Background: an optimization exercise with open tools, aiming at small area, a short achievable clock period and few clock cycles per item. Do not read the settings as production practice. The RTL was checked by simulation tests, not by an equivalence proof against the original design. No activity file was given, so power comes from the tool's default toggle rates.

## flow/design.v

```verilog
module eib_tag_resolve (
    input  wire [3:0]   tlen,
    input  wire [119:0] tag,      
    output reg  [3:0]   tc
);
    function automatic ch_is(input [7:0] c, input [7:0] l);
        if (l >= 8'h61 && l <= 8'h7A)
            ch_is = ({c[7:6], c[4:0]} == {l[7:6], l[4:0]});
        else
            ch_is = (c == l);
    endfunction
    function automatic is_tag(input [63:0] t, input [3:0] n,
                              input [63:0] s, input [3:0] len);
        reg ok;
        integer k;
        begin
            ok = (n == len);
            for (k = 0; k < 8; k = k + 1)
                if (k < len)
                    ok = ok & ch_is(t[8*k +: 8], s[8*({28'd0, len}-1-k) +: 8]);
            is_tag = ok;
        end
    endfunction
    wire [63:0] t = tag[63:0];
    always @* begin
        tc = 4'd0;
        if (is_tag(t, tlen, "str",      3)) tc = 4'd1;
        if (is_tag(t, tlen, "string",   6)) tc = 4'd1;
        if (is_tag(t, tlen, "percent",  7)) tc = 4'd2;
        if (is_tag(t, tlen, "hum",      3)) tc = 4'd2;
        if (is_tag(t, tlen, "humidity", 8)) tc = 4'd2;
        if (is_tag(t, tlen, "%",        1)) tc = 4'd2;
        if (is_tag(t, tlen, "dpt5",     4)) tc = 4'd2;
        if (is_tag(t, tlen, "dpt6",     4)) tc = 4'd2;
        if (is_tag(t, tlen, "float",    5)) tc = 4'd3;
        if (is_tag(t, tlen, "temp",     4)) tc = 4'd3;
        if (is_tag(t, tlen, "dpt9",     4)) tc = 4'd3;
        if (is_tag(t, tlen, "dpt14",    5)) tc = 4'd3;
        if (is_tag(t, tlen, "int",      3)) tc = 4'd4;
        if (is_tag(t, tlen, "int:be",   6)) tc = 4'd4;
        if (is_tag(t, tlen, "uint",     4)) tc = 4'd5;
        if (is_tag(t, tlen, "uint:be",  7)) tc = 4'd5;
        if (is_tag(t, tlen, "int:le",   6)) tc = 4'd6;
        if (is_tag(t, tlen, "uint:le",  7)) tc = 4'd7;
        if (is_tag(t, tlen, "time",     4)) tc = 4'd8;
        if (is_tag(t, tlen, "date",     4)) tc = 4'd9;
        if (is_tag(t, tlen, "datetime", 8)) tc = 4'd10;
    end
endmodule
module eib_bin2dec #(
    parameter K = 4
) (
    input  wire [K-1:0] bits,
    input  wire [38:0]  lsd,      
    input  wire [15:0]  f_in,
    input  wire [155:0] r_in,
    output reg  [15:0]  f_out,
    output reg  [155:0] r_out
);
    function automatic [3:0] adj(input [3:0] d);
        adj[3] = d[3] | (d[2] & (d[1] | d[0]));
        adj[2] = (d[2] & ~d[1] & ~d[0]) | (d[3] & d[0]);
        adj[1] = (d[1] & (~d[2] | d[0])) | (d[3] & ~d[0]);
        adj[0] = (~d[3] & ~d[2] & d[0]) | (d[2] & d[1] & ~d[0]) | (d[3] & ~d[0]);
    endfunction
    reg [3:0]  a0, a1, a2, a3, a;
    reg [38:0] co;
    integer t, c;
    always @* begin
        f_out = f_in;
        r_out = r_in;
        for (t = K - 1; t >= 0; t = t - 1) begin
            for (c = 0; c < 39; c = c + 1) begin
                a = adj(r_out[4*c +: 4]);
                co[c] = a[3];
            end
            a0 = adj(f_out[3:0]);
            a1 = adj(f_out[7:4]);
            a2 = adj(f_out[11:8]);
            a3 = adj(f_out[15:12]);
            for (c = 0; c < 39; c = c + 1) begin
                a = adj(r_out[4*c +: 4]);
                r_out[4*c +: 4] = {a[2:0], ((c < 38) ? co[(c < 38) ? c + 1 : c] : 1'b0) | (lsd[c] & a3[3])};
            end
            f_out = {a3[2:0], a2[3], a2[2:0], a1[3], a1[2:0], a0[3], a0[2:0], bits[t]};
        end
    end
endmodule
module eib_codec (
    input  wire         clk,
    input  wire         rst,
    input  wire         start,
    input  wire         bytag,     
    input  wire [3:0]   tc,
    input  wire         f32le,     
    input  wire [3:0]   plen,
    input  wire [119:0] pb,        
    input  wire [3:0]   tlen,
    input  wire [119:0] tag,       
    output wire         ready,
    output reg          done,
    output wire         v_valid,
    output reg          v_fallback,
    output reg  [3:0]   v_kind,
    output wire [3:0]   v_tc,
    output reg  [119:0] v_int,
    output wire         v_fsel,
    output wire [27:0]  v_f16h,
    output wire [31:0]  v_f32,
    output wire [2:0]   v_dow,
    output wire [11:0]  v_year,
    output wire [3:0]   v_month,
    output wire [4:0]   v_day,
    output wire [4:0]   v_hour,
    output wire [5:0]   v_min,
    output wire [5:0]   v_sec,
    output wire [5:0]   v_slen,
    output reg  [343:0] v_str      
);
    localparam K_INT = 4'd1, K_UINT = 4'd2, K_TEXT = 4'd3, K_FLOAT = 4'd4,
               K_TIME = 4'd5, K_DATE = 4'd6, K_DTIME = 4'd7, K_HEX = 4'd8;
    localparam K = 4;    
    localparam S_IDLE = 3'd0, S_CONV = 3'd1, S_P32A = 3'd2, S_P32B = 3'd3,
               S_P32C = 3'd4, S_REDO = 3'd5;
    reg [2:0] state;
    assign ready = (state == S_IDLE);
    reg [119:0] op_pb;
    reg [3:0]   op_tc;
    reg [3:0]   op_len;
    reg         op_le;
    reg         valid;
    wire [3:0] tag_tc;
    eib_tag_resolve u_tag (.tlen(tlen), .tag(tag), .tc(tag_tc));
    wire [3:0] in_tc = bytag ? tag_tc : tc;
    wire [31:0] iw = f32le ? pb[31:0] : {pb[7:0], pb[15:8], pb[23:16], pb[31:24]};
    wire [7:0]  w_e = iw[30:23];
    wire        w_special = (w_e == 8'hFF);
    wire        w_nan = w_special && (iw[22:0] != 23'd0);
    wire [8:0]  w_ee = (w_e == 8'd0) ? 9'd1 : {1'b0, w_e};
    wire [23:0] w_m = {w_e != 8'd0, iw[22:0]};
    wire in_fl = (in_tc == 4'd3);
    wire in_fb = (in_fl && plen != 4'd2 && plen != 4'd4) ||
                 ((in_tc == 4'd8 || in_tc == 4'd9) && plen < 4'd3) ||
                 (in_tc == 4'd10 && plen < 4'd6) ||
                 (in_tc >= 4'd11);
    reg [3:0] in_kind;
    reg [5:0] in_slen;
    reg [6:0] in_sel;      
    always @* begin
        in_kind = K_HEX;
        in_slen = {1'b0, plen, 1'b0};
        in_sel  = 7'b0000001;
        if (!in_fb)
            case (in_tc)
                4'd1: begin
                    in_kind = K_TEXT;
                    in_slen = {2'd0, plen};
                    in_sel  = 7'b0000010;
                end
                4'd2, 4'd5, 4'd7: begin
                    in_kind = K_UINT;
                    in_slen = 6'd0;
                end
                4'd4, 4'd6: begin
                    in_kind = K_INT;
                    in_slen = 6'd0;
                end
                4'd3: begin
                    in_kind = K_FLOAT;
                    in_sel  = 7'b0100000;
                    in_slen = (w_special && !w_nan && iw[31]) ? 6'd4 : 6'd3;
                end
                4'd8: begin
                    in_kind = K_TIME;
                    in_slen = (pb[7:5] == 3'd0) ? 6'd8 : 6'd12;
                    in_sel  = (pb[7:5] == 3'd0) ? 7'b0000100 : 7'b0001000;
                end
                4'd9: begin
                    in_kind = K_DATE;
                    in_slen = 6'd10;
                    in_sel  = 7'b0010000;
                end
                4'd10: begin
                    in_kind = K_DTIME;
                    in_slen = 6'd19;
                    in_sel  = 7'b1000000;
                end
                default: ;
            endcase
    end
    function automatic [7:0] hexchar(input [3:0] d);
        case (d)
            4'ha: hexchar = "a";
            4'hb: hexchar = "b";
            4'hc: hexchar = "c";
            4'hd: hexchar = "d";
            4'he: hexchar = "e";
            4'hf: hexchar = "f";
            default: hexchar = {4'h3, d};
        endcase
    endfunction
    function automatic [3:0] adj(input [3:0] d);
        adj[3] = d[3] | (d[2] & (d[1] | d[0]));
        adj[2] = (d[2] & ~d[1] & ~d[0]) | (d[3] & d[0]);
        adj[1] = (d[1] & (~d[2] | d[0])) | (d[3] & ~d[0]);
        adj[0] = (~d[3] & ~d[2] & d[0]) | (d[2] & d[1] & ~d[0]) | (d[3] & ~d[0]);
    endfunction
    function automatic [11:0] bcd8(input [7:0] x);
        reg [19:0] s;
        integer j;
        begin
            s = {12'd0, x};
            for (j = 0; j < 8; j = j + 1) begin
                s[11:8]  = adj(s[11:8]);
                s[15:12] = adj(s[15:12]);
                s[19:16] = adj(s[19:16]);
                s = s << 1;
            end
            bcd8 = s[19:8];
        end
    endfunction
    function automatic [15:0] fstep(input [15:0] fd, input [3:0] b);
        reg [15:0] v;
        reg [3:0]  a0, a1, a2, a3;
        integer j;
        begin
            v = fd;
            for (j = 3; j >= 0; j = j - 1) begin
                a0 = adj(v[3:0]);
                a1 = adj(v[7:4]);
                a2 = adj(v[11:8]);
                a3 = adj(v[15:12]);
                v = {a3[2:0], a2[3], a2[2:0], a1[3], a1[2:0], a0[3], a0[2:0], b[j]};
            end
            fstep = v;
        end
    endfunction
    function automatic [15:0] dec2(input [5:0] x);
        reg [11:0] b;
        begin
            b = bcd8({2'd0, x});
            dec2 = {4'h3, b[7:4], 4'h3, b[3:0]};
        end
    endfunction
    function automatic [23:0] dayname(input [2:0] d);
        case (d)
            3'd1: dayname = "Mon";
            3'd2: dayname = "Tue";
            3'd3: dayname = "Wed";
            3'd4: dayname = "Thu";
            3'd5: dayname = "Fri";
            3'd6: dayname = "Sat";
            default: dayname = "Sun";
        endcase
    endfunction
    function automatic [5:0] nint_of_len(input [7:0] l);
        reg [18:0] p;
        begin
            p = {11'd0, l} * 19'd1233;
            nint_of_len = (p[18:12] < 7'd2) ? 6'd1 : (p[17:12] - 6'd1);
        end
    endfunction
    wire [7:0] p0 = op_pb[7:0];
    wire [7:0] p1 = op_pb[15:8];
    wire [7:0] p2 = op_pb[23:16];
    wire [7:0] p3 = op_pb[31:24];
    wire [7:0] p4 = op_pb[39:32];
    wire [7:0] p5 = op_pb[47:40];
    reg  [6:0] sel;
    reg        fl2, fl4;       
    reg        neg;            
    reg        fnan, finf;     
    assign v_valid = valid;
    assign v_tc    = op_tc;
    reg         int_be;    
    reg         int_sg;    
    reg         sgn_le;    
    reg         i_sgn;
    always @* begin
        i_sgn = 1'b0;
        for (i = 0; i < 15; i = i + 1)
            if (plen == i + 1)
                i_sgn = pb[8*i + 7];
    end
    reg [119:0] in_mask, int_le, int_rv, int_bev;
    integer i;
    always @* begin
        for (i = 0; i < 15; i = i + 1) begin
            in_mask[8*i +: 8] = (i < op_len) ? 8'hFF : 8'h00;
            int_rv[8*i +: 8]  = op_pb[8*(14-i) +: 8];
        end
        int_le  = op_pb & in_mask;
        int_bev = int_rv >> {(4'd15 - op_len), 3'd0};
        v_int = (int_be ? int_bev : int_le) |
                ((int_sg && (int_be ? op_pb[7] : sgn_le)) ? ~in_mask : 120'd0);
    end
    reg         is_dt;                        
    assign v_dow   = p0[7:5];
    assign v_year  = is_dt ? (12'd1900 + {4'd0, p0}) : (12'd2000 + {4'd0, p2});
    assign v_month = p1[3:0];
    assign v_day   = is_dt ? p2[4:0] : p0[4:0];
    assign v_hour  = is_dt ? p3[4:0] : p0[4:0];
    assign v_min   = is_dt ? p4[5:0] : p1[5:0];
    assign v_sec   = is_dt ? p5[5:0] : p2[5:0];
    wire [11:0] yd   = bcd8(p2);                  
    wire [11:0] yt   = bcd8(p0);                  
    wire [15:0] yt_hi = (yt[11:8] == 4'd0) ? "19" : (yt[11:8] == 4'd1) ? "20" : "21";
    wire [15:0] c_mon = dec2({2'd0, p1[3:0]});
    wire [15:0] c_p0  = dec2({1'd0, p0[4:0]});     
    wire [79:0] s_date = {"2", 4'h3, yd[11:8], 4'h3, yd[7:4], 4'h3, yd[3:0], "-",
                          c_mon, "-", c_p0};
    wire [79:0] s_dtd  = {yt_hi, 4'h3, yt[7:4], 4'h3, yt[3:0], "-",
                          c_mon, "-", dec2({1'd0, p2[4:0]})};
    wire [63:0] s_hms  = {c_p0, ":", dec2(p1[5:0]), ":", dec2(p2[5:0])};
    wire [63:0] s_dth  = {dec2({1'd0, p3[4:0]}), ":", dec2(p4[5:0]), ":", dec2(p5[5:0])};
    wire [23:0] s_dn   = dayname(v_dow);
    wire        h_s = p0[7];
    wire [3:0]  h_e = p0[6:3];
    wire [27:0] h_ms = {{17{h_s}}, p0[2:0], p1};
    assign v_f16h = h_ms << h_e;
    wire [31:0] w = op_le ? {p3, p2, p1, p0} : {p0, p1, p2, p3};
    assign v_f32  = w;
    assign v_fsel = (op_len == 4'd4);
    wire [30:0] w_m100 = y[23:0] * 7'd100;    
    reg  [39:0]  y;        
    reg  [5:0]   cnt;      
    reg  [5:0]   dp;       
    reg          rerun;    
    reg  [7:0]   xlen;     
    reg  [5:0]   xnint;    
    reg          cfirst;   
    reg  [5:0]   slen_r;   
    reg          fcv;      
    reg  [155:0] r;        
    reg  [15:0]  f;        
    reg [38:0] lsd;
    always @* begin
        for (i = 0; i < 39; i = i + 1)
            lsd[i] = (dp == i + 3);
    end
    wire [155:0] r_nx;
    wire [15:0]  f_nx;
    eib_bin2dec #(.K(K)) u_b2d (.bits(y[39:40-K]), .lsd(lsd), .f_in(f), .r_in(r),
                                .f_out(f_nx), .r_out(r_nx));
    wire        i_s = pb[7];
    wire [3:0]  i_e = pb[6:3];
    wire [10:0] i_m = {pb[2:0], pb[15:8]};
    reg  [10:0] i_mn;      
    always @* begin
        for (i = 0; i < 11; i = i + 1)
            i_mn[i] = i_m[i] ^ ((i == 0) ? 1'b0 : |(i_m & ((11'd1 << i) - 11'd1)));
    end
    wire [11:0] i_ams = i_s ? {i_m == 11'd0, i_mn} : {1'b0, i_m};
    wire [1:0]  i_q = 2'd3 - (i_e[1:0] + 2'd2);      
    wire [4:0]  i_top = i_ams[11:7] >> i_q;
    wire [39:0] i_y0 = {i_ams, 28'd0} << (3'd5 - {1'b0, i_q});
    wire [15:0] i_f = fstep({8'd0, bcd8({3'd0, i_top})}, i_y0[39:36]);
    wire [39:0] i_y = {i_y0[35:0], 4'd0};
    wire [5:0]  i_cnt6 = ({2'd0, i_e} + 6'd7 + {4'd0, i_q}) >> 2;
    wire [5:0]  i_cnt = i_cnt6 - 6'd1;
    reg  [11:0] h_ams;     
    wire [26:0] h_ah = {15'd0, h_ams} << h_e;
    wire [5:0]  h_dp = {5'd0, h_s} + 6'd1 + (h_ah >= 27'd1000) + (h_ah >= 27'd10000) +
                       (h_ah >= 27'd100000) + (h_ah >= 27'd1000000) +
                       (h_ah >= 27'd10000000);
    wire        w_sh = (w_ee > 9'd150);
    wire [6:0]  w_s  = w_ee[6:0] - 7'd22;            
    wire [8:0]  w_kk = 9'd150 - w_ee;
    reg         sh_case;   
    reg  [6:0]  e_s;
    reg  [4:0]  k5;        
    reg         q_zero;    
    wire [30:0] mt = y[30:0];
    wire [31:0] mask = (32'd1 << k5) - 32'd1;
    wire [31:0] mt32 = {1'b0, mt};
    wire        r_half = (k5 != 5'd0) && mt32[k5 - 5'd1];
    wire        r_stk  = |(mt32 & (mask >> 1));
    wire        r_lsb  = mt32[k5];
    wire        r_up   = r_half && (r_stk || r_lsb);
    wire [31:0] mt_or = mt32 | mask;
    reg  [31:0] mt_inc;
    always @* begin
        for (i = 0; i < 32; i = i + 1)
            mt_inc[i] = mt_or[i] ^ ((i == 0) ? 1'b1 : &(mt_or | ~((32'd1 << i) - 32'd1)));
    end
    wire [31:0] xr = r_up ? mt_inc : (mt32 & ~mask);
    wire [31:0] x_rd = sh_case ? {mt, 1'b0} : xr;
    wire [31:0] x  = y[31:0];
    wire [5:0]  x_hb = x[31] ? 6'd32 : x[30] ? 6'd31 : x[29] ? 6'd30 : 6'd0;   
    wire [7:0]  x_len = sh_case ? ({2'd0, x_hb} - 8'd1 + {1'b0, e_s})
                                : ((x_hb == 6'd0) ? 8'd0 : ({2'd0, x_hb} - {3'd0, k5}));
    wire [7:0]  x_ns = sh_case ? (8'd31 + {1'b0, e_s}) : (8'd32 - {3'd0, k5});
    wire        x_short = (x_ns <= 8'd5);
    wire [7:0]  x_n5 = x_ns - 8'd5;
    wire [1:0]  x_m = x_ns[1:0] - 2'd2;
    wire [2:0]  x_q = x_short ? (3'd5 - x_ns[2:0]) : (3'd3 - {1'b0, x_m});   
    wire [4:0]  x_top = x[31:27] >> x_q;
    wire [39:0] x_y = {x, 8'd0} << (3'd5 - x_q);
    wire [7:0]  x_c8 = (x_n5 + {5'd0, x_q}) >> 2;
    wire [5:0]  x_cnt = x_short ? 6'd0 : x_c8[5:0];
    wire [5:0]  x_dp = cfirst ? {5'd0, neg} + 6'd1 : {5'd0, neg} + xnint - {5'd0, rerun};
    assign v_slen = fcv ? dp + 6'd3 : slen_r;
    wire [5:0]  dp_nx = fl2 ? h_dp : x_dp;
    wire lead0 = fl4 && !rerun &&
                 (((xlen >= 8'd14) && ((neg ? r_nx[7:4] : r_nx[3:0]) == 4'd0)) ||
                  ((xlen >= 8'd10) && (xlen < 8'd14) && (f_nx[15:12] == 4'd0)));
    always @(posedge clk) begin
        done <= 1'b0;
        if (rst) begin
            state      <= S_IDLE;
            valid      <= 1'b0;
            v_fallback <= 1'b0;
            v_kind     <= 4'd0;
            slen_r     <= 6'd0;
            fcv        <= 1'b0;
        end else begin
            case (state)
                S_IDLE: begin
                    if (start) begin
                        op_tc  <= in_tc;
                        op_len <= plen;
                        op_pb  <= pb;
                        op_le  <= f32le;
                        h_ams  <= i_ams;
                        valid  <= 1'b1;
                        v_fallback <= in_fb;
                        v_kind <= in_kind;
                        slen_r <= in_slen;
                        fcv    <= in_fl && !in_fb && (plen == 4'd2 || !w_special);
                        sel    <= in_sel;
                        fl2    <= in_fl && !in_fb && plen == 4'd2;
                        fl4    <= in_fl && !in_fb && plen == 4'd4;
                        is_dt  <= (in_tc == 4'd10);
                        int_be <= (in_tc == 4'd2) || (in_tc == 4'd4) || (in_tc == 4'd5);
                        int_sg <= ((in_tc == 4'd4) || (in_tc == 4'd6)) && plen != 4'd0;
                        sgn_le <= i_sgn;
                        fnan   <= 1'b0;
                        finf   <= 1'b0;
                        sh_case <= w_sh;
                        e_s     <= w_s;
                        k5      <= w_kk[4:0];
                        q_zero  <= !w_sh && (w_kk >= 9'd32);
                        if (plen == 4'd4) begin
                            neg  <= iw[31];
                            fnan <= w_nan;
                            finf <= w_special && !w_nan;
                            y    <= {16'd0, w_m};
                        end else begin
                            neg  <= pb[7];
                            y    <= i_y;
                        end
                        rerun  <= 1'b0;
                        r      <= 156'd0;
                        f      <= i_f;
                        cnt    <= i_cnt;
                        if (in_tc == 4'd3 && plen == 4'd2)
                            state <= S_CONV;
                        else if (in_tc == 4'd3 && plen == 4'd4 && !w_special)
                            state <= S_P32A;
                        else
                            done <= 1'b1;
                    end
                end
                S_REDO: begin
                    y     <= {16'd0, w[30:23] != 8'd0, w[22:0]};
                    r     <= 156'd0;
                    f     <= 16'd0;
                    state <= S_P32A;
                end
                S_P32A: begin
                    y       <= {9'd0, w_m100};
                    state   <= S_P32B;
                end
                S_P32B: begin
                    y <= {8'd0, x_rd};
                    if (q_zero) begin
                        f     <= 16'd0;
                        dp    <= {5'd0, neg} + 6'd1;
                        done  <= 1'b1;
                        state <= S_IDLE;
                    end else begin
                        state <= S_P32C;
                    end
                end
                S_P32C: begin
                    y    <= x_y;
                    cnt  <= x_cnt;
                    xlen <= x_len;
                    cfirst <= 1'b1;
                    f    <= {8'd0, bcd8({3'd0, x_top})};
                    if (x_short) begin
                        dp    <= {5'd0, neg} + 6'd1;
                        done  <= 1'b1;
                        state <= S_IDLE;
                    end else begin
                        state <= S_CONV;
                    end
                end
                S_CONV: begin
                    r   <= r_nx;
                    f   <= f_nx;
                    y   <= {y[39-K:0], {K{1'b0}}};
                    cnt <= cnt - 6'd1;
                    dp  <= dp_nx;
                    xnint  <= nint_of_len(xlen);
                    cfirst <= 1'b0;
                    if (cnt == 6'd1) begin
                        if (lead0) begin
                            rerun <= 1'b1;
                            state <= S_REDO;
                        end else begin
                            done  <= 1'b1;
                            state <= S_IDLE;
                        end
                    end
                end
            endcase
        end
    end
    reg  [343:0] s_hex, s_fl, s_tm0, s_tm1, s_da, s_dt;
    reg  [7:0]   ch;
    always @* begin
        for (i = 0; i < 15; i = i + 1) begin
            s_hex[16*i +: 8]     = hexchar(op_pb[8*i + 4 +: 4]);
            s_hex[16*i + 8 +: 8] = hexchar(op_pb[8*i +: 4]);
        end
        s_hex[343:240] = 104'd0;
        for (i = 0; i < 43; i = i + 1) begin
            if (i + 2 < dp)
                ch = {4'h3, r[4*((i < 39) ? i : 38) +: 4]};
            else if (i + 2 == dp)
                ch = {4'h3, f[15:12]};
            else if (i + 1 == dp)
                ch = {4'h3, f[11:8]};
            else if (i == dp)
                ch = ".";
            else if (i == dp + 1)
                ch = {4'h3, f[7:4]};
            else
                ch = {4'h3, f[3:0]};
            s_fl[8*i +: 8] = ch;
        end
        if (neg)
            s_fl[7:0] = "-";
        if (fnan)
            s_fl[31:0] = {8'd0, "nan"};
        else if (finf && neg)
            s_fl[31:0] = "fni-";
        else if (finf)
            s_fl[31:0] = {8'd0, "fni"};
        s_tm0 = 344'd0;
        for (i = 0; i < 8; i = i + 1)
            s_tm0[8*i +: 8] = s_hms[8*(7-i) +: 8];
        s_tm1 = 344'd0;
        for (i = 0; i < 3; i = i + 1)
            s_tm1[8*i +: 8] = s_dn[8*(2-i) +: 8];
        s_tm1[31:24] = " ";
        for (i = 0; i < 8; i = i + 1)
            s_tm1[8*(i+4) +: 8] = s_hms[8*(7-i) +: 8];
        s_da = 344'd0;
        for (i = 0; i < 10; i = i + 1)
            s_da[8*i +: 8] = s_date[8*(9-i) +: 8];
        s_dt = 344'd0;
        for (i = 0; i < 10; i = i + 1)
            s_dt[8*i +: 8] = s_dtd[8*(9-i) +: 8];
        s_dt[87:80] = "T";
        for (i = 0; i < 8; i = i + 1)
            s_dt[8*(i+11) +: 8] = s_dth[8*(7-i) +: 8];
        v_str = ({344{sel[0]}} & s_hex) | ({344{sel[1]}} & {224'd0, op_pb}) |
                ({344{sel[2]}} & s_tm0) | ({344{sel[3]}} & s_tm1) |
                ({344{sel[4]}} & s_da)  | ({344{sel[5]}} & s_fl) |
                ({344{sel[6]}} & s_dt);
    end
endmodule
```

## flow/run.sh

```bash
#!/bin/bash
# synth_recipe.tcl (not shown) runs the flow's synth.tcl, then flattens the netlist and writes it again
# the make line also repeats each setting of config.mk as NAME=value (left out here)
make -C /OpenROAD-flow-scripts/flow DESIGN_CONFIG=/design/flow/config.mk WORK_HOME=/design/flow/orfs CLKGATE_MAP_FILE= SYNTH_SCRIPT=/design/flow/synth_recipe.tcl finish
```

## flow/config.mk

```make
export PLATFORM = sky130hd
export DESIGN_NAME = eib_codec
export DESIGN_NICKNAME = eib_codec
export VERILOG_FILES = /design/flow/design.v
export SDC_FILE = /design/flow/constraint.sdc
export NUM_CORES = 4
export LEC_CHECK = 0
export ABC_AREA = 1
export CAP_MARGIN = 20
export CORE_MARGIN = 2
export CORE_UTILIZATION = 30
export SETUP_SLACK_MARGIN = 4.2
export SLEW_MARGIN = 20
```

## flow/constraint.sdc

```tcl
create_clock -name core_clock -period 11.0 [get_ports {clk}]
set_input_delay 2.2000 -clock core_clock [delete_from_list [all_inputs] [get_ports {clk}]]
set_output_delay 2.2000 -clock core_clock [all_outputs]
set_load 0.01 [all_outputs]
```

==> flow_metrics.env, run 1 <==
export IMPL_yosys_area_top_type="edfxtp_1"
export IMPL_numPortBuffers=738
export IMPL_yosys_top_cells_area="edfxtp_1 20%, nand2_1 13%, inv_1 9.3%, o21ai_0 9.2%, nor2_1 7.3%"
export IMPL_worst_pin_slew_ns=1.40
export IMPL_p_int_w=0.00569
export IMPL_drc=0
export IMPL_ios=841
export IMPL_p_clk_frac=0.163
export IMPL_cp_num_buf_inv=5
export IMPL_design_core_area_um2=202000
export IMPL_cp_common_cell="nor2_1"
export IMPL_grt_start_max_net_pins=193
export IMPL_synth_cell_types=82
export IMPL_htree_levels=2
export IMPL_start_util=0.302
export IMPL_drive_above_1_share=0.0642
export IMPL_synth_top_area_frac=0.201
export IMPL_grt_usage=0.381
export IMPL_finalSetupTns_ns=0
export IMPL_cp_slowest_cell="clkdlybuf4s50_1"
export IMPL_max_freq_mhz=142
export IMPL_vdd_drop_max_v=0.000123
export IMPL_yosys_most_used_dff="edfxtp_1"
export IMPL_yosysMostFrequentCell="nand2_1"
export IMPL_first_pass_iters=10
export IMPL_status="finished clean"
export IMPL_p_per_area_nw_per_um2=167
export IMPL_die_area_um2=207000
export IMPL_worst_clock_skew_ns=0.0677
export IMPL_cts_sinks=425
export IMPL_hold_violations=0
export IMPL_crit_fanout=8
export IMPL_slew_limit_headroom=0.0392
export IMPL_placed_cells=13300
export IMPL_cts_tree="done"
export IMPL_rsz0062_at_grt="yes"
export IMPL_ys_warn_count=3
export IMPL_grt_overflow=0
export IMPL_drt_iter0_markers=11600
export IMPL_swShare=0.545
export IMPL_grt_pass1_wl_um=562000
export IMPL_first_global_vias=73400
export IMPL_finalNonFillerCells=13500
export IMPL_wl_per_cell_um=30.6
export IMPL_routed_wl_um=414000
export IMPL_cts_hold_buf=0
export IMPL_period_share=0.640
export IMPL_dpl_hpwl_um=316000
export IMPL_rows=165
export IMPL_ant_nets=0
export IMPL_ff_latch_area_um2=12600
export IMPL_fp_dieH_um=455
export IMPL_avgSynthCellArea_um2=5.97
export IMPL_worstSetupPathType="reg -> out"
export IMPL_syn_cell_area_um2=61100
export IMPL_clock_root_buffer="clkbuf_16"
export IMPL_fp_dieW_um=455
export IMPL_multiInputGateArea_um2=41400
export IMPL_syn_inst=10200
export IMPL_postSynth_asyncResetShare=0
export IMPL_num_vias=81400
export IMPL_synth_edf_count=409
export IMPL_p_leak_nw=32.0
export IMPL_routabilityCongestion=1.06
export IMPL_synthToLayoutAreaGrowth_pct=22.4
export IMPL_setup_viol=0
export IMPL_antenna_found_initial=49
export IMPL_seqPwrFrac=0.195
export IMPL_min_path_type="reg -> reg"
export IMPL_critPathTopFamily="simple AND/OR/NAND/NOR gates"
export IMPL_clock_latency_ns=0.78
export IMPL_drv_cap=0
export IMPL_synth_seq_cells=425
export IMPL_power_w=0.0125
export IMPL_critPathCaptureType="output port"
export IMPL_cp_data_required_time_ns=8.80
export IMPL_clockBufferDepth=3
export IMPL_crit_path_max_incr_delay_ns=0.60
export IMPL_start_kind="flop"
export IMPL_nFillCells=21800
export IMPL_p_switching_w=0.00681
export IMPL_timing_final_crit_period_ns=7.04
export IMPL_fin_util=0.370
export IMPL_via_per_inst=6.02
export IMPL_numCtsBuffers=60
export IMPL_finish_net_count=11300
export IMPL_slew_violations=0
export IMPL_ys_seq_area_frac=0.206
export IMPL_clk_pin_slew_ns=0.07
export IMPL_synth_common_cells="2,112 x nand2_1, 1,508 x inv_1, 1,194 x nor2_1, 1,126 x o21ai_0, 648 x a21oi_1"
export IMPL_arrival_ns=4.84
export IMPL_comb_power_share=0.642
export IMPL_crit_chain="nand2_2, inv_2, nand2_2, nor2_1, inv_1, nand2_1, nor2_1, inv_1, nor2_1, clkinvlp_4, nor2_4, nand2_1, o211ai_1, o21ai_0, o221ai_4, o2111ai_1, clkdlybuf4s50_1"
## registers in the layout (all words and copies together), names as in the netlist, 3 cells and up
register / cells
k5: 5
y: 40
h_ams: 12
e_s: 6
dp: 6
sel: 7
op_pb: 119
state: 3
xlen: 8
f: 16
slen_r: 5
xnint: 6
cnt: 6
v_kind: 4
op_tc: 4
r: 156
op_len: 4
## timing repair
item	CTS	global route
buffers inserted	40	28
pin swaps	19	18
gates cloned	0	1
resized for setup	188	128
endpoints found under the setup margin	242	143
## worst register-to-register path: cells and delay by family (launching register included)
| family | cells | cell delay [ns] |
|---|---|---|
| and+or+nand+nor | 5 | 1.13 |
| AOI/OAI and AO/OA | 5 | 1.89 |
| buffers and inverters | 4 | 2.24 |
| DFF | 1 | 0.36 |
## power by group through the flow
stage / logic (W) / registers, W / clock network [W]
4_1_cts: 0.00768 / 0.00241 / 0.00205
5_1_grt: 0.00860 / 0.00244 / 0.00210
2_1_floorplan: 0.00468 / 0.00227 / 0
6_report: 0.00802 / 0.00244 / 0.00203
3_5_place_dp: 0.00757 / 0.00245 / 0
3_3_place_gp: 0.00744 / 0.00245 / 0
## cells in the final DEF, fill, tap and decap left out, drive strengths merged, types with 18 or more instances in the layout
cell / synthesis / routed
clkinv: 20 / 52
clkbuf: 392 / 77
xor2: 34 / 34
nand4: 92 / 92
o311ai: 45 / 45
edfxtp: 409 / 409
buf: 152 / 243
dlymetal6s2s: 0 / 22
a22oi: 43 / 43
nand3b: 19 / 19
conb: 1 / 41
a31oi: 76 / 76
o221ai: 115 / 115
o211ai: 294 / 294
ha: 198 / 198
fa: 34 / 34
a21oi: 649 / 649
o21ai: 1223 / 1223
nor4: 24 / 24
nand2: 2120 / 2120
nor3: 179 / 179
xnor2: 25 / 25
o31ai: 45 / 45
or2: 57 / 57
nor2: 1222 / 1223
inv: 1560 / 1548
mux2i: 44 / 44
a32oi: 18 / 18
o21a: 19 / 19
nand3: 620 / 620
o2111ai: 66 / 66
dlygate4sd2: 0 / 24
clkdlybuf4s50: 0 / 689
a221oi: 38 / 38
a211oi: 83 / 83
o22ai: 225 / 225
diode: 0 / 25
## per-stage QoR
stage                     hold WS, ns  instance area [um^2]  worst slack, ns
after detailed placement        0.465                 71000             3.16
after floorplan                 0.445                 61300             5.34
after global placement          0.464                 71000             3.32
final                           0.490                 74800             3.96
after global routing            0.514                 74700             3.95
after CTS                       0.475                 73900             4.01
## cells by family (layout without fill, tap and decap cells)
kind of cell,after synthesis,after routing,share of synthesized area
other cells,1,66,0.0000614
compound gates,3000,3000,0.293
xor+xnor,59,59,0.00858
simple gates,4350,4351,0.296
mux,44,44,0.00721
flops,425,425,0.206
buf+inv,2124,2676,0.137
fa+ha+maj,232,232,0.0517
## path summary, 6_finish.rpt
path / start / endpoint / slack, ns / cells after the start
setup / recovery: dp[1] / v_str[144] / 3.96 / 17
hold / removal: v_kind[0] / v_kind[0] / 0.49 / 2
setup reg to reg: f[15] / r[39] / 5.13 / 14
hold reg to reg: v_kind[0] / v_kind[0] / 0.49 / 2
## layout make-up
cell class	count	share of cell area
tap	2672	0.0447
multi-input combinational	7727	0.554
sequential	425	0.169
clock buffer	71	0.0216
antenna	25	0.000837
timing repair buffer	984	0.126
inverter	1580	0.0804
clock inverter	41	0.00440
## metal layers
| layer | vias to the layer above | routed length, um | global-route usage |
|---|---|---|---|
| met5 | - | 191 | 0 |
| met4 | 30 | 43000 | 0.325 |
| met3 | 1356 | 45000 | 0.103 |
| met2 | 5395 | 175000 | 0.572 |
| met1 | 38600 | 151000 | 0.449 |
| li1 | 36100 | - | - |
Testbench counts, summed over its fixed seeds: cycles 4,907, items 1,920.
==> run 2: changes to the inputs <==
--- a/flow/design.v
+++ b/flow/design.v
@@ -52,9 +52,9 @@
 ) (
     input  wire [K-1:0] bits,
-    input  wire [38:0]  lsd,      
+    input  wire [37:0]  lsd,      
     input  wire [15:0]  f_in,
-    input  wire [155:0] r_in,
+    input  wire [151:0] r_in,
     output reg  [15:0]  f_out,
-    output reg  [155:0] r_out
+    output reg  [151:0] r_out
 );
     function automatic [3:0] adj(input [3:0] d);
@@ -65,5 +65,5 @@
     endfunction
     reg [3:0]  a0, a1, a2, a3, a;
-    reg [38:0] co;
+    reg [37:0] co;
     integer t, c;
     always @* begin
@@ -71,5 +71,5 @@
         r_out = r_in;
         for (t = K - 1; t >= 0; t = t - 1) begin
-            for (c = 0; c < 39; c = c + 1) begin
+            for (c = 0; c < 38; c = c + 1) begin
                 a = adj(r_out[4*c +: 4]);
                 co[c] = a[3];
@@ -79,7 +79,7 @@
             a2 = adj(f_out[11:8]);
             a3 = adj(f_out[15:12]);
-            for (c = 0; c < 39; c = c + 1) begin
+            for (c = 0; c < 38; c = c + 1) begin
                 a = adj(r_out[4*c +: 4]);
-                r_out[4*c +: 4] = {a[2:0], ((c < 38) ? co[(c < 38) ? c + 1 : c] : 1'b0) | (lsd[c] & a3[3])};
+                r_out[4*c +: 4] = {a[2:0], ((c < 37) ? co[(c < 37) ? c + 1 : c] : 1'b0) | (lsd[c] & a3[3])};
             end
             f_out = {a3[2:0], a2[3], a2[2:0], a1[3], a1[2:0], a0[3], a0[2:0], bits[t]};
@@ -332,12 +332,12 @@
     reg  [5:0]   slen_r;   
     reg          fcv;      
-    reg  [155:0] r;        
+    reg  [151:0] r;        
     reg  [15:0]  f;        
-    reg [38:0] lsd;
+    reg [37:0] lsd;
     always @* begin
-        for (i = 0; i < 39; i = i + 1)
+        for (i = 0; i < 38; i = i + 1)
             lsd[i] = (dp == i + 3);
     end
-    wire [155:0] r_nx;
+    wire [151:0] r_nx;
     wire [15:0]  f_nx;
     eib_bin2dec #(.K(K)) u_b2d (.bits(y[39:40-K]), .lsd(lsd), .f_in(f), .r_in(r),
@@ -372,9 +372,16 @@
     reg         q_zero;    
     wire [30:0] mt = y[30:0];
-    wire [31:0] mask = (32'd1 << k5) - 32'd1;
+    reg  [31:0] mask, mhalf, mlsb;    
+    always @* begin
+        for (i = 0; i < 32; i = i + 1) begin
+            mask[i]  = (k5 > i);
+            mhalf[i] = (k5 == i + 1);
+            mlsb[i]  = (k5 == i);
+        end
+    end
     wire [31:0] mt32 = {1'b0, mt};
-    wire        r_half = (k5 != 5'd0) && mt32[k5 - 5'd1];
-    wire        r_stk  = |(mt32 & (mask >> 1));
-    wire        r_lsb  = mt32[k5];
+    wire        r_half = |(mt32 & mhalf);
+    wire        r_stk  = |(mt32 & mask & ~mhalf);
+    wire        r_lsb  = |(mt32 & mlsb);
     wire        r_up   = r_half && (r_stk || r_lsb);
     wire [31:0] mt_or = mt32 | mask;
@@ -386,5 +393,5 @@
     wire [31:0] xr = r_up ? mt_inc : (mt32 & ~mask);
     wire [31:0] x_rd = sh_case ? {mt, 1'b0} : xr;
-    wire [31:0] x  = y[31:0];
+    wire [31:0] x  = x_rd;
     wire [5:0]  x_hb = x[31] ? 6'd32 : x[30] ? 6'd31 : x[29] ? 6'd30 : 6'd0;   
     wire [7:0]  x_len = sh_case ? ({2'd0, x_hb} - 8'd1 + {1'b0, e_s})
@@ -451,5 +458,5 @@
                         end
                         rerun  <= 1'b0;
-                        r      <= 156'd0;
+                        r      <= 152'd0;
                         f      <= i_f;
                         cnt    <= i_cnt;
@@ -464,5 +471,5 @@
                 S_REDO: begin
                     y     <= {16'd0, w[30:23] != 8'd0, w[22:0]};
-                    r     <= 156'd0;
+                    r     <= 152'd0;
                     f     <= 16'd0;
                     state <= S_P32A;
@@ -473,15 +480,4 @@
                 end
                 S_P32B: begin
-                    y <= {8'd0, x_rd};
-                    if (q_zero) begin
-                        f     <= 16'd0;
-                        dp    <= {5'd0, neg} + 6'd1;
-                        done  <= 1'b1;
-                        state <= S_IDLE;
-                    end else begin
-                        state <= S_P32C;
-                    end
-                end
-                S_P32C: begin
                     y    <= x_y;
                     cnt  <= x_cnt;
@@ -489,5 +485,10 @@
                     cfirst <= 1'b1;
                     f    <= {8'd0, bcd8({3'd0, x_top})};
-                    if (x_short) begin
+                    if (q_zero) begin
+                        f     <= 16'd0;
+                        dp    <= {5'd0, neg} + 6'd1;
+                        done  <= 1'b1;
+                        state <= S_IDLE;
+                    end else if (x_short) begin
                         dp    <= {5'd0, neg} + 6'd1;
                         done  <= 1'b1;
@@ -528,5 +529,5 @@
         for (i = 0; i < 43; i = i + 1) begin
             if (i + 2 < dp)
-                ch = {4'h3, r[4*((i < 39) ? i : 38) +: 4]};
+                ch = {4'h3, r[4*((i < 38) ? i : 37) +: 4]};
             else if (i + 2 == dp)
                 ch = {4'h3, f[15:12]};
@@ -535,5 +536,5 @@
             else if (i == dp)
                 ch = ".";
-            else if (i == dp + 1)
+            else if (i >= 1 && dp == i - 1)
                 ch = {4'h3, f[7:4]};
             else
==> run 2 against run 1 <==
Compared with the run above: first-iteration DRC count shrank 9.9%; critical path depth shrank 11; sequential cell count shrank 4; maximum frequency grew 0.69%; synthesized cell count shrank 2.8%; global-route usage shrank 0.58 points; utilization shrank 0.16 points; worst setup slack gained 0.049 ns; critical path type unchanged; total power grew 29%; routed wire length shrank 3.5%; die area shrank 2.4%; combinational power grew 41%.
==> flow_metrics.env, run 2 <==
export IMPL_status="finished clean"
export IMPL_nFillCells=21400
export IMPL_syn_cell_area_um2=59600
export IMPL_grt_usage=0.375
export IMPL_fp_dieW_um=450
export IMPL_first_global_vias=71800
export IMPL_slew_limit_headroom=0.117
export IMPL_clockBufferDepth=3
export IMPL_via_per_inst=5.96
export IMPL_yosys_top_cells_area="edfxtp_1 20%, nand2_1 13%, inv_1 8.7%, o21ai_0 8.7%, nor2_1 7.0%"
export IMPL_vdd_drop_max_v=0.000200
export IMPL_critPathCaptureType="output port"
export IMPL_syn_inst=9944
export IMPL_synth_area_mux_share=0.00638
export IMPL_clock_latency_ns=0.81
export IMPL_final_common_cell="nand2_1"
export IMPL_finalSetupTns_ns=0
export IMPL_fin_util=0.368
export IMPL_ys_seq_area_frac=0.209
export IMPL_cp_data_required_time_ns=8.80
export IMPL_htree_levels=2
export IMPL_synth_compound_area_frac=0.286
export IMPL_ant_nets=0
export IMPL_start_util=0.302
export IMPL_synth_top_area_frac=0.204
export IMPL_routed_wl_um=399000
export IMPL_synth_top_family_by_area="simple AND/OR/NAND/NOR gates"
export IMPL_grt_pass1_wl_um=545000
export IMPL_worst_clock_skew_ns=0.0623
export IMPL_design_core_area_um2=197000
export IMPL_cts_tree="done"
export IMPL_synth_seq_cells=421
export IMPL_worstSetupPathType="reg -> out"
export IMPL_numPortBuffers=738
export IMPL_max_freq_mhz=143
export IMPL_period_share=0.635
export IMPL_routabilityCongestion=1.07
export IMPL_synth_common_cells="2,130 x nand2_1, 1,378 x inv_1, 1,110 x nor2_1, 1,032 x o21ai_0, 665 x nand3_1"
export IMPL_synthToLayoutAreaGrowth_pct=21.9
export IMPL_yosys_area_share_adder=0.0515
export IMPL_layout_common_cells="2,124 x nand2_1, 1,355 x inv_1, 1,090 x nor2_1"
export IMPL_placed_cells=13000
export IMPL_post_dp_cell_area_um2=69300
export IMPL_worst_pin_slew_ns=1.31
export IMPL_num_vias=78600
export IMPL_largestRegisters="r x152, op_pb x119, y x40"
export IMPL_fin_hold_ws_ns=0.479
export IMPL_drive_above_1_share=0.0631
export IMPL_clk_pin_slew_ns=0.06
export IMPL_ios=841
export IMPL_arrival_ns=4.79
export IMPL_setup_viol=0
export IMPL_synth_edf_count=405
export IMPL_grt_start_max_net_pins=123
export IMPL_dpl_hpwl_um=309000
export IMPL_largest_reg_flops=152
export IMPL_wl_per_cell_um=30.3
export IMPL_die_area_um2=202000
export IMPL_antenna_found_initial=45
export IMPL_timing_final_crit_period_ns=6.99
export IMPL_cts_hold_buf=0
export IMPL_finalNonFillerCells=13200
export IMPL_p_per_area_nw_per_um2=222
export IMPL_ys_warn_count=3
export IMPL_numCtsBuffers=59
export IMPL_hold_violations=0
export IMPL_fp_dieH_um=450
export IMPL_synth_xor_area_frac=0.00514
export IMPL_synth_cell_types=78
export IMPL_start_kind="flop"
export IMPL_finish_net_count=11000
export IMPL_yosys_area_top_type="edfxtp_1"
export IMPL_drt_iter0_markers=10400
export IMPL_postSynth_asyncResetShare=0
export IMPL_slew_violations=0
export IMPL_yosysMostFrequentCell="nand2_1"
export IMPL_clock_root_buffer="clkbuf_16"
export IMPL_drc=0
export IMPL_cts_sinks=421
export IMPL_yosys_most_used_dff="edfxtp_1"
export IMPL_first_pass_iters=9
export IMPL_crit_fanout=6
export IMPL_synth_simple_gate_area_frac=0.307
export IMPL_p_leak_nw=30.7
export IMPL_min_path_type="reg -> reg"
export IMPL_avgSynthCellArea_um2=5.99
export IMPL_drv_cap=0
export IMPL_top_register="r"
export IMPL_stdcell_area_um2=72700
export IMPL_rsz0062_at_grt="yes"
export IMPL_grt_overflow=0
export IMPL_rows=163
[run 2: cell count changes after synthesis, sizes merged, moves of 20 or more]
cell	delta
inv	-112
o21ai	-67
nor2	-59
a21oi	-56
nand3	+48
nand2	+32
o211ai	-30
o22ai	-21
o311ai	+20
[run 2: final timing paths]
kind,startpoint,endpoint,slack [ns],depth (start not counted)
hold reg to reg,v_kind[2],v_kind[2],0.48,2
setup reg to reg,k5[2],xlen[7],4.82,32
hold / removal,v_kind[2],v_kind[2],0.48,2
setup / recovery,op_pb[29],v_str[52],4.01,6
[run 2: repair_timing]
item / in CTS / in global routing
setup endpoints to repair: 162 / 141
cloned: 4 / 3
gates resized for setup: 106 / 104
setup buffers: 21 / 50
pin swaps: 9 / 18
[run 2: where the power goes]
group	leakage (nW)	internal, W	switching (W)
Clock	0.974	0.00116	0.000937
Combinational	25.8	0.00337	0.00789
Sequential	3.99	0.00221	0.000563
Total	30.7	0.00674	0.00939
[run 2: layer usage]
layer | part of all wire | track usage | vias to the layer above | routed length (um)
met5 | 0.00034 | 0 | - | 134
met4 | 0.10 | 0.306 | 22 | 40000
met3 | 0.10 | 0.100 | 1239 | 41900
met2 | 0.43 | 0.580 | 5038 | 172000
met1 | 0.36 | 0.434 | 37100 | 145000
li1 | - | - | 35100 | -
[run 2: logic make-up (layout without fill, tap and decap cells)]
group                      Yosys count  after routing
AOI/OAI and AO/OA                 2831           2831
other                                1             64
muxes                               38             38
and+or+nand+nor                   4362           4362
xor gates and xnor gates            35             35
buffers and inverters             2031           2566
DFF                                421            421
adders and majority gates          225            225
[run 2: cell type report]
| type | instances | area (um^2) | share of cell area |
|---|---|---|---|
| multi-input combinational | 7532 | 39900 | 0.550 |
| inverter | 1466 | 5580 | 0.0768 |
| clock inverter | 45 | 428 | 0.00589 |
| timing repair inverter | 7 | 40.0 | 0.000551 |
| sequential | 421 | 12500 | 0.172 |
| clock buffer | 65 | 1550 | 0.0214 |
| timing repair buffer | 983 | 9280 | 0.128 |
| tap | 2640 | 3300 | 0.0455 |
| antenna | 23 | 57.6 | 0.000792 |
[run 2: critical path, cell delays in order, from the launching register on]
cell	delay [ns]
edfxtp_1	0.77
inv_1	0.38
a21oi_1	0.57
nor2_1	0.17
a211oi_1	1.03
nand2_1	0.48
clkdlybuf4s50_1	0.61
[run 2: metrics by stage]
stage / worst slack [ns] / total power (W)
after floorplan: 5.41 / 0.00910
after global placement: 3.63 / 0.0133
after detailed placement: 3.59 / 0.0135
after CTS: 4.08 / 0.0157
after global routing: 4.03 / 0.0170
final: 4.01 / 0.0161
Testbench counts of run 2, summed over its fixed seeds: cycles 4,739, items 1,920.
==> run 3: changes to the inputs <==
--- a/flow/config.mk
+++ b/flow/config.mk
@@ -9,5 +9,5 @@
 export CAP_MARGIN = 20
 export CORE_MARGIN = 2
-export CORE_UTILIZATION = 30
+export CORE_UTILIZATION = 40
 export SETUP_SLACK_MARGIN = 4.2
 export SLEW_MARGIN = 20
==> run 3 against run 2 <==
Compared with the run above: routed wire length decreased by 8.2%; global-route usage increased by 8.2 points; sequential cell count unchanged; register-to-register slack got worse by 0.04 ns; highest routed layer unchanged; total power decreased by 1.2%; final cell count decreased by 5.6%; synthesized cell count unchanged.
==> flow_metrics.env, run 3 <==
export IMPL_hold_end="slen_r[1]"
export IMPL_placed_cells=12200
export IMPL_top_register="r"
export IMPL_dpl_hpwl_um=284000
export IMPL_wl_per_cell_um=29.5
export IMPL_power_w=0.0159
export IMPL_regToRegSetupSlack_ns=4.78
export IMPL_yosys_most_used_dff="edfxtp_1"
export IMPL_min_path_type="reg -> reg"
export IMPL_die_area_um2=152000
export IMPL_finalSetupTns_ns=0
export IMPL_arrival_ns=4.69
export IMPL_crit_path_max_incr_delay_ns=0.82
export IMPL_largest_reg_flops=152
export IMPL_drive_above_1_share=0.0590
export IMPL_hold_path_depth=2
export IMPL_via_per_inst=6.38
export IMPL_p_int_w=0.00678
export IMPL_first_global_vias=70800
export IMPL_final_common_cell="nand2_1"
export IMPL_slew_violations=0
export IMPL_rsz0062_at_grt="yes"
export IMPL_design_core_area_um2=148000
export IMPL_slew_limit_headroom=0.129
export IMPL_start_util=0.403
export IMPL_comb_power_share=0.695
export IMPL_finalNonFillerCells=12400
export IMPL_htree_levels=2
export IMPL_fin_hold_ws_ns=0.473
export IMPL_p_leak_nw=30.5
export IMPL_synth_seq_cells=421
export IMPL_clockBufferDepth=3
export IMPL_ant_nets=0
export IMPL_setup_viol=0
export IMPL_drc=0
export IMPL_first_pass_iters=11
export IMPL_multiInputGateArea_um2=39700
export IMPL_finish_net_count=10900
export IMPL_synthToLayoutAreaGrowth_pct=19.8
export IMPL_nFillCells=15500
export IMPL_routed_wl_um=367000
export IMPL_largestRegisters="r x152, op_pb x119, y x40"
export IMPL_synth_top_area_frac=0.204
export IMPL_timing_rr_end="xlen[7]"
export IMPL_r2r_start="k5[0]"
export IMPL_start_kind="flop"
export IMPL_timing_final_crit_period_ns=6.89
export IMPL_clk_pin_slew_ns=0.07
export IMPL_grt_overflow=0
export IMPL_r2r_cells=33
export IMPL_period_share=0.626
export IMPL_synth_common_cells="2,130 x nand2_1, 1,378 x inv_1, 1,110 x nor2_1, 1,032 x o21ai_0, 665 x nand3_1"
export IMPL_cts_hold_buf=0
export IMPL_crit_chain="buf_4, inv_1, nand2_1, o21ai_0, o21ai_0, o21ai_0, nor2_1, o31ai_1, o311ai_0, clkdlybuf4s50_1"
export IMPL_synth_edf_count=405
export IMPL_grt_pass1_wl_um=506000
export IMPL_rows=141
export IMPL_yosysMostFrequentCell="nand2_1"
export IMPL_grt_usage=0.456
export IMPL_cts_tree="done"
export IMPL_grt_start_max_net_pins=123
export IMPL_yosys_top_cells_area="edfxtp_1 20%, nand2_1 13%, inv_1 8.7%, o21ai_0 8.7%, nor2_1 7.0%"
export IMPL_yosys_area_top_type="edfxtp_1"
export IMPL_syn_cell_area_um2=59600
export IMPL_stdcell_area_um2=71400
export IMPL_ys_seq_area_frac=0.209
export IMPL_clock_latency_ns=0.73
export IMPL_num_vias=79400
export IMPL_antenna_found_initial=32
export IMPL_ios=841
export IMPL_swShare=0.575
export IMPL_cp_common_cell="o21ai_0"
export IMPL_avgSynthCellArea_um2=5.99
export IMPL_numPortBuffers=738
export IMPL_fp_dieW_um=390
export IMPL_postSynth_asyncResetShare=0
export IMPL_numCtsBuffers=56
export IMPL_p_switching_w=0.00916
export IMPL_p_clk_frac=0.131
export IMPL_syn_inst=9944
export IMPL_drt_iter0_markers=12800
export IMPL_critPathCaptureType="output port"
export IMPL_clock_root_buffer="clkbuf_16"
export IMPL_max_freq_mhz=145
export IMPL_cts_sinks=421
export IMPL_worst_pin_slew_ns=1.29
export IMPL_seqPwrFrac=0.174
export IMPL_post_dp_cell_area_um2=68300
export IMPL_cp_data_required_time_ns=8.80
export IMPL_vdd_drop_max_v=0.000289
export IMPL_drv_cap=0
export IMPL_worst_clock_skew_ns=0.0632
export IMPL_status="finished clean"
export IMPL_ff_latch_area_um2=12500
export IMPL_worstSetupPathType="reg -> out"
export IMPL_layout_common_cells="2,124 x nand2_1, 1,355 x inv_1, 1,090 x nor2_1"
export IMPL_p_per_area_nw_per_um2=223
export IMPL_fp_dieH_um=390
export IMPL_ys_warn_count=3
export IMPL_synth_cell_types=78
export IMPL_holdCritStartpoint="slen_r[1]"
export IMPL_crit_fanout=15
export IMPL_hold_violations=0
export IMPL_cp_slowest_cell="o21ai_0"
export IMPL_routabilityCongestion=1.10
run 3: per-stage QoR:
step                       util  setup slack, ns
after floorplan               -             5.41
after global placement    0.462             3.93
after detailed placement  0.462             3.96
after CTS                 0.478             4.19
after global routing      0.483             4.18
final                     0.483             4.11
run 3: worst max-delay path, delay by kind of cell, from the launching register on:
kind	cells	cell delay, ns
AO/OA/AOI/OAI	5	1.76
buffers and inverters	3	1.63
AND/OR/NAND/NOR	2	0.19
flip-flops	1	0.37
run 3: layout make-up:
cell class / count / area share
diodes: 19 / 0.000666
clock buffers: 63 / 0.0205
clock inverters: 42 / 0.00783
inverters: 1466 / 0.0783
multi-input cells: 7533 / 0.556
flip-flops and latches: 421 / 0.175
well taps: 1930 / 0.0338
repair buffers: 967 / 0.128
repair inverters: 7 / 0.000526
run 3: timing repair:
item                                    4_1_cts  5_1_grt
hold endpoints to repair                      0        0
gates resized for setup                      70       71
gates cloned                                  3        5
endpoints found under the setup margin      148       91
setup buffers                                18       46
pin swaps                                     8       12
run 3: how the worst max path moves through the flow:
stage / start / depth (start not counted) / end
floorplan: rst / 3 / e_s[1]
global placement: dp[0] / 10 / v_str[3]
detailed placement: dp[0] / 10 / v_str[3]
CTS: dp[0] / 13 / v_str[107]
global route: op_len[2] / 12 / v_int[12]
finish: op_pb[18] / 10 / v_int[2]
run 3: layer usage:
| metal | part of all wire | track usage | vias to the layer above |
|---|---|---|---|
| met1 | 0.37 | 0.559 | 37000 |
| met2 | 0.42 | 0.679 | 5936 |
| met3 | 0.13 | 0.137 | 1330 |
| met4 | 0.088 | 0.329 | 18 |
| li1 | - | - | 35100 |
| met5 | 0.00029 | 0 | - |
run 3: kinds of logic (layout without fill, tap and decap cells):
kind of cell               count (synthesis)  in the layout  share of synthesized area
AOI/OAI and AO/OA                       2831           2832                      0.286
other                                      1             60                  0.0000629
and+or+nand+nor                         4362           4362                      0.307
muxes                                     38             38                    0.00638
xor gates and xnor gates                  35             35                    0.00514
adders and majority gates                225            225                     0.0515
buffers and inverters                   2031           2545                      0.135
DFF                                      421            421                      0.209
run 3: power by group through the flow:
stage | clock [W] | combinational [W] | sequential, W
4_1_cts | 0.00210 | 0.0106 | 0.00273
3_3_place_gp | 0 | 0.0103 | 0.00276
3_5_place_dp | 0 | 0.0105 | 0.00276
2_1_floorplan | 0 | 0.00662 | 0.00249
6_report | 0.00210 | 0.0111 | 0.00277
5_1_grt | 0.00215 | 0.0119 | 0.00277

static timing again, ports no longer ideal:
Ports are ideal in the flow. The routed layouts listed here were re-timed in OpenROAD. Step 1 assumes that a clkbuf_16 drives the clock port and a buf_2 every other input. Step 2 times the ports against the registers' clock, not the clock port: input delays grow and output delays shrink by t, the midpoint of the rising clock arrivals with the driver on. Slacks: no drivers / after step 1 / after step 2; pairs: no drivers / after step 1.
run | t, ns | setup slack, ns | hold slack, ns | worst setup path after step 2 | clock arrival spread, ns
run 1 | 0.837 | 3.963 / 3.867 / 4.580 | 0.490 / 0.490 / 0.490 | input to register | 0.069 / 0.069
run 2 | 0.863 | 4.011 / 3.922 / 4.696 | 0.479 / 0.479 / 0.479 | input to register | 0.069 / 0.070
run 3 | 0.793 | 4.111 / 4.016 / 4.238 | 0.473 / 0.473 / 0.473 | input to register | 0.070 / 0.069
After both steps setup and hold are still met in every run listed.
